This is an optimization exercise on Yosys and OpenROAD, whose aim is small area, a short achievable clock period and few clock cycles, not a production implementation.
Power is estimated from default activity; no workload was simulated.

## the reference run
Design tcpu_apply, start of the top module:
module tcpu_apply (
    input  wire        clk,
    input  wire        rst,           
    input  wire        start,         
    input  wire [31:0] plen,          
    input  wire [24:0] tlen,          
    output wire        busy,
    output reg         done,          
    output wire [3:0]  result,
    output wire [3:0]  sub,
    output wire [31:0] errinfo,
    output wire [1:0]  pst,
    output reg  [31:0] psc,
    output wire [31:0] applied,
    output wire        src_re,
    output wire [29:0] src_addr,      
    input  wire [31:0] src_rdata,     
    output wire        tgt_we,
    output wire [22:0] tgt_addr,      
    output wire [3:0]  tgt_be,
    output wire [31:0] tgt_wdata
);
    localparam [39:0] PATCH_MAGIC = 40'h5041544348;  
    localparam [23:0] EOF_MARK    = 24'h454F46;      
    localparam [2:0] S_IDLE  = 3'd0,
                     S_HDR   = 3'd1,    
                     S_REC   = 3'd2,    
                     S_RUN   = 3'd3,    
                     S_LIT   = 3'd4,    
                     S_RLE   = 3'd5,    
                     S_SKIP  = 3'd6;    
    localparam [1:0] OC_NONE = 2'd0,    
                     OC_OK   = 2'd1,    
                     OC_CORR = 2'd2,    
                     OC_WF   = 2'd3;    
    reg [2:0]  state;
    reg [1:0]  oc;
    reg [2:0]  subc;
    reg [29:0] apc;           
    reg [31:0] av;            
    reg        avz17;         
    reg        avz3;          
    reg        q0v;           
    reg [31:0] q0;
    reg [22:0] wa;            
    reg        first;         
    reg [1:0]  lstart;        
    reg [15:0] nrem;          
    reg        lastr;         
    reg [7:0]  fill;
    reg [1:0]  rot;           
    reg        rwrap;         
    reg        we_r;
    reg [3:0]  be_r;
    reg [31:0] wdata_r;
    assign busy    = state != S_IDLE;
    assign result  = {1'b0, oc[1], 1'b0, oc[1] & oc[0]};
    assign sub     = {1'b0, subc};
    assign pst     = {oc == OC_CORR, oc == OC_OK};
    assign applied = {2'd0, apc};
    assign errinfo = (oc == OC_CORR) ? psc :
                     (oc == OC_WF)   ? {7'd0, wa, lstart} : {2'd0, apc};
    wire [31:0] hi    = rwrap ? q0 : src_rdata;
    wire [63:0] win   = {hi, q0} >> {rot, 3'b000};
  ...
clock: 8.0 ns
lec_check: 0
cap_margin: 20
core_margin: 2
core_utilization: 60
cts_buf_list: sky130_fd_sc_hd__clkbuf_8
setup_slack_margin: 3.5
slew_margin: 20
standard.sh (not shown) runs the stock make flow with config.mk's settings and CLKGATE_MAP_FILE= SYNTH_SCRIPT=/design/flow/synth_recipe.tcl, a recipe that flattens the netlist after the stock synthesis.
==> flow/flow/run.sh <==
#!/bin/bash
# The standard layout (standard.sh: ORFS from synthesis to finish), except that each
# port gets the smallest plain buffer, sky130_fd_sc_hd__buf_1, where buffer_ports would
# otherwise pick the delay cell clkdlybuf4s50_1. Every port is still buffered, and the
# timing repair that follows may resize these buffers as it does any other cell.
set -euo pipefail
export BUFFER_PORTS_ARGS="-buffer_cell sky130_fd_sc_hd__buf_1"
bash standard.sh > standard.log 2>&1
The reference run | status: complete | timing, DRC, antenna: pass
[inputs] the trial run vs the reference run
Settings: clearing CTS_BUF_LIST, which used to be sky130_fd_sc_hd__clkbuf_8.
--- outcome ---
Re count of sequential standard cells: no difference whatsoever between the trial run and the reference run.
Route | the trial run vs the reference run | wire shorter in the trial run
Compared with the reference run, in the trial run total routing usage reported by global routing lower, internal power consumption higher, total length of routed met3 wires lower.
Comparing the reference run and the trial run, the lower fraction of cell area in non-clock buffers was measured on the reference run.
For the trial run, the highest signal layer in the routed design was met4, unlike the reference run, where it was met5.
Delta (the trial run minus the reference run): power up 0.36%, maximum VDD drop up 23%.
The cell area on the reference run is in line with that on the trial run.
The trial run — time the final worst path needs with I/O delays and setup 0.035 ns higher, the reference run as reference
Sequential share of layout area delta (the trial run -> the reference run): insignificant
Function was not checked in any run of this note: the RTL went through the layout flow alone.

* * *

tcpu_apply, a different RTL version from the one above (not shown whole).
Size in the first run: about 2,000 cells after synthesis, about 290 I/O pins.
Settings: LEC_CHECK=0, CAP_MARGIN=20, CORE_MARGIN=2, CORE_UTILIZATION=60, SETUP_SLACK_MARGIN=3.9, SLEW_MARGIN=20; clock period 8.0 ns.
Scripts as last shown in full above: flow/flow/run.sh
The first run finished clean.
Next try:
--- a/flow/config.mk
+++ b/flow/config.mk
@@ -11 +11 @@
-export SETUP_SLACK_MARGIN = 3.9
+export SETUP_SLACK_MARGIN = 3.5
Via count came out lower by a few percent.
Core utilization came out lower by 3.5 points.
Design area came out lower by a few percent.
Count of clock-buffer cells in the layout came out lower by 1.
No functional check of the RTL was part of any run of this note.

[afterwards: timing with drivers on the ports]
The results above use ideal ports. As a check the final layouts listed here were re-extracted and re-timed, cells and wires unchanged.
Step 1 assumes that a clkbuf_16 drives the clock port and a buf_2 every other input.
Step 2 moves the port delays by t, midway between the first and last clock arrival at a register: inputs arrive t later, outputs are due t later. That takes back most of the time a late clock gives input paths.
Slacks: ideal ports / drivers / drivers and shift; pairs: ideal ports / drivers.
run	shift t [ns]	slack for setup (ns)	worst data-port slew with drivers (ns)	cell pins on the clock port's net
the reference run	0.600	3.401 / 3.401 / 3.078	0.08	1
the trial run	0.591	3.366 / 3.314 / 3.011	0.07	1
the first run of note 2	0.621	3.448 / 3.396 / 3.405	0.06	1
the second run of note 2	0.614	3.450 / 3.400 / 3.080	0.08	1
After both steps setup and hold are still met in every run listed. The setup slack of the second run of note 2, which loses most, moves by -0.050 ns with the drivers and by -0.370 ns with both steps.
